From an optimization exercise on the open Yosys and OpenROAD flow, aimed at small area, a short achievable clock period and few clock cycles; shortcuts taken in it are not production practice.
In this exercise RTL edits were held to simulation tests only and were not proved equivalent to the original.
Power figures rest on the tool's default switching activity, not on a simulated workload.

// bms_codec
module bms_codec (
    input  wire        clk,
    input  wire        rst,
    input  wire        req_valid,
    output wire        req_ready,
    input  wire [31:0] req_desc,
    input  wire [7:0]  req_count,
    input  wire [7:0]  req_counter,
    input  wire        in_valid,
    output wire        in_ready,
    input  wire [7:0]  in_data,
    output wire        out_valid,
    input  wire        out_ready,
    output wire [7:0]  out_data,
    output wire        out_last,
    output wire [2:0]  out_status
);
==> flow/config.mk <==
export PLATFORM = sky130hd
export DESIGN_NAME = bms_codec
export DESIGN_NICKNAME = bms_codec
export VERILOG_FILES = /design/flow/design.v
export SDC_FILE = /design/flow/constraint.sdc
export NUM_CORES = 4
export LEC_CHECK = 0
export CAP_MARGIN = 20
export CORE_MARGIN = 2
export CORE_UTILIZATION = 40
export PLACE_DENSITY = 0.6
export SLEW_MARGIN = 20
==> flow/constraint.sdc <==
create_clock -name core_clock -period 9.0 [get_ports {clk}]
set_input_delay 1.8000 -clock core_clock [delete_from_list [all_inputs] [get_ports {clk}]]
set_output_delay 1.8000 -clock core_clock [all_outputs]
set_load 0.01 [all_outputs]
standard.sh (not shown) runs the stock make flow with config.mk's settings and CLKGATE_MAP_FILE= SYNTH_SCRIPT=/design/flow/synth_recipe.tcl, a recipe that flattens the netlist after the stock synthesis.
==> flow/flow/run.sh <==
#!/bin/bash
# Standard layout, with timing repair aiming at a setup slack of MARGIN ns.
set -euo pipefail
MARGIN=6
sed "s/\"\\\${@:-finish}\"/SETUP_SLACK_MARGIN=$MARGIN &/" standard.sh > standard_margin.sh
grep -q "SETUP_SLACK_MARGIN=$MARGIN" standard_margin.sh
bash standard_margin.sh > make_finish.log 2>&1
The first run completed with no timing, DRC or antenna violations.
Testbench counts at the start, summed over its fixed seeds: cycles 68,260.
Next try:
--- a/flow/config.mk
+++ b/flow/config.mk
@@ -10,2 +10,4 @@
-export CORE_UTILIZATION = 40
-export PLACE_DENSITY = 0.6
+export CORE_UTILIZATION = 60
+export CTS_CLUSTER_DIAMETER = 100
+export CTS_CLUSTER_SIZE = 30
+export PLACE_DENSITY = 0.75
Sequential power barely changes.
Final cell count goes down by about a fifth.
Total power goes down by about a fifth.
Utilization goes up by 21 points.
Setup slack is about the same.
Clock power goes down by well over a third.
First-iteration DRC count goes up by about a fifth.
Critical path depth goes up by 3.
Count of clock-buffer cells in the layout goes down by 50.
Next try:
--- a/flow/config.mk
+++ b/flow/config.mk
@@ -10,2 +10,2 @@
-export CORE_UTILIZATION = 60
-export CTS_CLUSTER_DIAMETER = 100
+export CORE_UTILIZATION = 40
+export CTS_CLUSTER_DIAMETER = 150
@@ -13 +13 @@
-export PLACE_DENSITY = 0.75
+export PLACE_DENSITY = 0.6
After rerunning: First-iteration DRC count goes down by 17%; combinational power hardly moves; routed wire length goes down by 5.1%; sequential share of layout area goes down by 0.35 points; final cell count goes up by 14%; global-route usage goes down by 8.0 points; power goes down by 1.0%; cell area goes up by 0.47%.

========
Another version of the RTL of bms_codec (not shown whole).
For scale: roughly 1900 cells after synthesis, about 970 flip-flops, ~76 I/O pins.
Settings: LEC_CHECK=0, CAP_MARGIN=20, CORE_MARGIN=2, CORE_UTILIZATION=40, CTS_CLUSTER_DIAMETER=150, CTS_CLUSTER_SIZE=30, PLACE_DENSITY=0.6, SLEW_MARGIN=20; clock period 9.0 ns.
==> flow/flow/run.sh <==
#!/bin/bash
# Standard layout, with timing repair aiming at a setup slack of MARGIN ns.
set -euo pipefail
MARGIN=6.15
sed "s/\"\\\${@:-finish}\"/SETUP_SLACK_MARGIN=$MARGIN &/" standard.sh > standard_margin.sh
grep -q "SETUP_SLACK_MARGIN=$MARGIN" standard_margin.sh
bash standard_margin.sh > make_finish.log 2>&1
The first run completed with no timing, DRC or antenna violations.
Testbench counts at the start, summed over its fixed seeds: cycles 68,260.
Edit:
==> flow/flow/run.sh (replaced) <==
#!/bin/bash
# Standard layout, with timing repair aiming at a setup slack of MARGIN ns.
set -euo pipefail
MARGIN=6
sed "s/\"\\\${@:-finish}\"/SETUP_SLACK_MARGIN=$MARGIN &/" standard.sh > standard_margin.sh
grep -q "SETUP_SLACK_MARGIN=$MARGIN" standard_margin.sh
bash standard_margin.sh > make_finish.log 2>&1
- TNS_END_PERCENT: unset -> 20
Via count went down by 4.9%.
Clock-buffer cell count went down by 3.
Total power went down by 1.1%.
Synthesized cell count is unchanged.
Final cell count went down by 3.2%.
Setup slack loses 0.020 ns.
Wire length went down by 5.3%.
Edit:
- CORE_UTILIZATION: 40 -> 50
- PLACE_DENSITY: 0.6 -> 0.7
- TNS_END_PERCENT: 20 -> unset
What happened:
- critical path depth fell by 1
- setup slack improved by 0.12 ns
- wire length hardly moves
- core utilization came out higher by 12 points
- power increases slightly
- clock-buffer cell count grows by 1
- sequential share of layout area drops by 0.20 points
- global-route usage increases by 3.8 points
Edit:
- CORE_UTILIZATION: 50 -> 40
- PLACE_DENSITY: 0.7 -> 0.6
Effect: Routed wire length came out lower by 4.5%; clock-buffer cell count stays the same; non-clock buffer count came out lower by 45; synthesized area is unchanged; final area came out lower by 1.9%; clock skew came out lower by 0.027 ns; sequential power barely changes; clock power stays flat; first-iteration DRC count came out lower by 17%; register-to-register slack is better by 0.06 ns; via count came out lower by 4.7%.

========
Another version of the RTL of bms_codec (not shown whole).
For scale: roughly 1900 cells after synthesis, ~980 flip-flops, roughly 76 I/O pins, ~36000 µm² of cells after synthesis.
Settings: LEC_CHECK=0, CAP_MARGIN=20, CORE_MARGIN=2, CORE_UTILIZATION=40, CTS_CLUSTER_DIAMETER=150, CTS_CLUSTER_SIZE=30, PLACE_DENSITY=0.6, SLEW_MARGIN=20; clock period 9.0 ns.
==> flow/flow/run.sh <==
#!/bin/bash
# Standard layout, with timing repair aiming at a setup slack of MARGIN ns.
set -euo pipefail
MARGIN=6.1
sed "s/\"\\\${@:-finish}\"/SETUP_SLACK_MARGIN=$MARGIN &/" standard.sh > standard_margin.sh
grep -q "SETUP_SLACK_MARGIN=$MARGIN" standard_margin.sh
bash standard_margin.sh > make_finish.log 2>&1
The baseline produced a clean layout.
Testbench counts at the start, summed over its fixed seeds: cycles 68,260.
==> next run, changes <==
--- a/flow/config.mk
+++ b/flow/config.mk
@@ -11,2 +11,2 @@
-export CTS_CLUSTER_DIAMETER = 150
-export CTS_CLUSTER_SIZE = 30
+export CTS_CLUSTER_DIAMETER = 120
+export CTS_CLUSTER_SIZE = 25
=> The new run passed the timing, design-rule and antenna checks. Via count came out higher by 1.1%. Combinational power came out higher by 2.8%. Cell count came out higher by 0.71%. Die area is unchanged.
==> next run, changes <==
--- a/flow/config.mk
+++ b/flow/config.mk
@@ -11,2 +11,2 @@
-export CTS_CLUSTER_DIAMETER = 120
-export CTS_CLUSTER_SIZE = 25
+export CTS_CLUSTER_DIAMETER = 100
+export CTS_CLUSTER_SIZE = 30
Outcome: The changed run completed without violations. Via count stays flat. Setup slack is better by 0.059 ns. Cell count drops slightly. Final area hardly moves. Critical path depth drops by 1. Power drops slightly. Fmax climbs by a few percent. Synthesized cell count stays the same. Worst hold slack is better by 0.0059 ns. Sequential power is about the same. Die area does not change.

========
bms_codec with an RTL version that a note above also has.
Size in the first run: about 1,900 cells after synthesis, about 970 flip-flops.
Design bms_codec, start of the top module:
module bms_codec (
    input  wire        clk,
    input  wire        rst,
    input  wire        req_valid,
    output wire        req_ready,
    input  wire [31:0] req_desc,
    input  wire [7:0]  req_count,
    input  wire [7:0]  req_counter,
    input  wire        in_valid,
    output wire        in_ready,
    input  wire [7:0]  in_data,
    output wire        out_valid,
    input  wire        out_ready,
    output wire [7:0]  out_data,
    output wire        out_last,
    output wire [2:0]  out_status
);
    localparam MAX_DEVICES = 16;
    localparam [1:0] K_CMD = 2'd0, K_WR = 2'd1, K_RD = 2'd2, K_ILL = 2'd3;
    localparam [2:0] ST_OK  = 3'd0, ST_BRK = 3'd1, ST_POR = 3'd3,
                     ST_CCE = 3'd4, ST_ILL = 3'd7;
    localparam [1:0] R_OK = 2'd0, R_BRK = 2'd1, R_CCE = 2'd2, R_POR = 2'd3;
    localparam [9:0] CRC10_SEED = 10'h010;
    reg         req_ready_q, in_ready_q;
    reg  [4:0]  alloc_q;         
    reg  [4:0]  rdf_q;           
    reg         i_busy, i_done, i_inph, i_new;
    reg         i_legal, i_opb, i_opc;    
    reg         i_port;
    reg  [3:0]  i_n1;            
    reg  [15:0] i_cmd;           
    reg  [1:0]  i_rank;          
    reg         i_hdr;           
    reg  [2:0]  i_col;           
    reg  [3:0]  i_srem;          
    reg  [4:0]  i_row;           
    reg         w_v, w_st, w_rd, w_c0, w_c6, w_c7, w_last;
    reg  [3:0]  w_row;
  ...
clock: 9.0 ns
lec_check: 0
cap_margin: 20
core_margin: 2
core_utilization: 40
cts_cluster_diameter: 150
cts_cluster_size: 30
place_density: 0.6
slew_margin: 20
==> flow/flow/run.sh <==
#!/bin/bash
# Standard layout, with timing repair aiming at a setup slack of MARGIN ns.
set -euo pipefail
MARGIN=6.3
sed "s/\"\\\${@:-finish}\"/SETUP_SLACK_MARGIN=$MARGIN &/" standard.sh > standard_margin.sh
grep -q "SETUP_SLACK_MARGIN=$MARGIN" standard_margin.sh
bash standard_margin.sh > make_finish.log 2>&1
Testbench counts at the start, summed over its fixed seeds: cycles 68,260.
Then changed:
==> flow/flow/run.sh (replaced) <==
#!/bin/bash
# Standard layout, with timing repair aiming at a setup slack of MARGIN ns.
set -euo pipefail
MARGIN=6
sed "s/\"\\\${@:-finish}\"/SETUP_SLACK_MARGIN=$MARGIN &/" standard.sh > standard_margin.sh
grep -q "SETUP_SLACK_MARGIN=$MARGIN" standard_margin.sh
bash standard_margin.sh > make_finish.log 2>&1
TNS_END_PERCENT = 5   (was unset)
- clock skew barely changes
- sequential share of layout area increases by 3.9 points
- register-to-register slack got worse by 0.13 ns
- sequential power is about the same
- routed wire length decreases by 7.4%
- critical path depth decreases by 11
- design area decreases by 5.7%
- total power decreases by 2.4%

========
== run A ==
RTL: one of the versions met above, not the one the previous note started from.
Size: roughly 1800 cells after synthesis, roughly 960 flip-flops, about 76 I/O pins, ~0.035 mm2 of cells after synthesis.
clock: 9.0 ns
lec_check: 0
cap_margin: 20
core_margin: 2
core_utilization: 40
cts_cluster_diameter: 100
cts_cluster_size: 30
place_density: 0.6
slew_margin: 20
==> flow/flow/run.sh <==
#!/bin/bash
# Standard layout, with timing repair aiming at a setup slack of MARGIN ns.
set -euo pipefail
MARGIN=6.2
sed "s/\"\\\${@:-finish}\"/SETUP_SLACK_MARGIN=$MARGIN &/" standard.sh > standard_margin.sh
grep -q "SETUP_SLACK_MARGIN=$MARGIN" standard_margin.sh
bash standard_margin.sh > make_finish.log 2>&1
Testbench counts of run A, summed over its fixed seeds: cycles 68,260.
[inputs] run B vs run A
-- flow/flow/run.sh --
<<< run A, line 4
MARGIN=6.2
>>> run B, line 4
MARGIN=6
[summary]
- Comparing non-clock buffer count for run B and run A, the smaller number came from run B.
- Run B vs. run A: post-route minimum period went up by 29 ps.
- Per the comparison of run B with run A, hold slack shows no meaningful change, clock share of power shows an increase of 0.3 points.
- Number of buffers added for setup after CTS came out lower on run B than on run A.
- As far as net switching fraction of the power is concerned, run B and run A perform about the same.
- Between run B and run A, the difference in power of the clock network is negligible.
- Taking run A as the reference, in run B routed wire length has decreased, number of diodes has increased.
- In terms of sequential power, run A and run B differ only marginally.
- For run B and run A, there was not a single run that failed to finish clean.
Input-level comparison between run C and run B:
-- flow/flow/run.sh --
<<< run B, line 4
MARGIN=6
>>> run C, line 4
MARGIN=5.8
[summary]
- Detailed route wirelength on metal2 sits lower in run C than in run B.
- Against run B as the reference, run C delivers a lower aggregate routed wire length.
- Run C: critical path depth is 7 higher than what run B reported.
- Diff run B -> run C: clock latency on the worst-skew pair comparable, number of DRC markers in iteration 0 now smaller.
- Of run B and run C, the lower worst relative slew slack belongs to run C.
- Relative to run B, sequential group share of total power has gone up in run C.
- The non-clock buffer instance count of the final layout of run C falls short of that of run B by about 26%.

[what the ideal ports hide]
In the flow no input, the clock included, has a driving cell. The finished layouts below were timed again as built, in two steps.
Step 1, drivers: a clkbuf_16 drives clk and a buf_2 each remaining input, both assumed.
Step 2 also shifts input and output timing later by t, the mid clock arrival at the registers, as if the neighbouring blocks saw the same clock.
Three values: no drivers, after step 1, after step 2; two values: the first two.
| run | t, ns | slack for setup (ns) | worst slew at a driven data input, ns |
|---|---|---|---|
| the first run of note 1 | 0.708 | 5.930 / 5.864 / 5.301 | 0.05 |
| the second run of note 1 | 0.683 | 5.928 / 5.895 / 5.317 | 0.05 |
| the third run of note 1 | 0.661 | 5.947 / 5.884 / 5.348 | 0.05 |
| the first run of note 2 | 0.678 | 5.882 / 5.912 / 5.234 | 0.07 |
| the second run of note 2 | 0.669 | 5.862 / 5.866 / 5.208 | 0.08 |
| the third run of note 2 | 0.663 | 5.978 / 5.962 / 5.339 | 0.07 |
| the fourth run of note 2 | 0.666 | 6.011 / 5.991 / 5.363 | 0.06 |
| the first run of note 3 | 0.657 | 6.052 / 6.032 / 5.476 | 0.10 |
| the second run of note 3 | 0.669 | 6.016 / 6.016 / 5.485 | 0.12 |
| the third run of note 3 | 0.676 | 6.075 / 6.039 / 5.483 | 0.12 |
| the first run of note 4 | 0.675 | 5.917 / 5.940 / 5.265 | 0.06 |
| the second run of note 4 | 0.671 | 5.892 / 5.865 / 5.254 | 0.08 |
| run A | 0.663 | 5.972 / 5.909 / 5.370 | 0.06 |
| run B | 0.669 | 5.943 / 5.878 / 5.405 | 0.05 |
| run C | 0.677 | 5.825 / 5.774 / 5.185 | 0.04 |
After both steps every run listed still meets setup and hold. The setup slack of the second run of note 2, which loses most, moves by +0.004 ns with the drivers and by -0.654 ns with both steps.
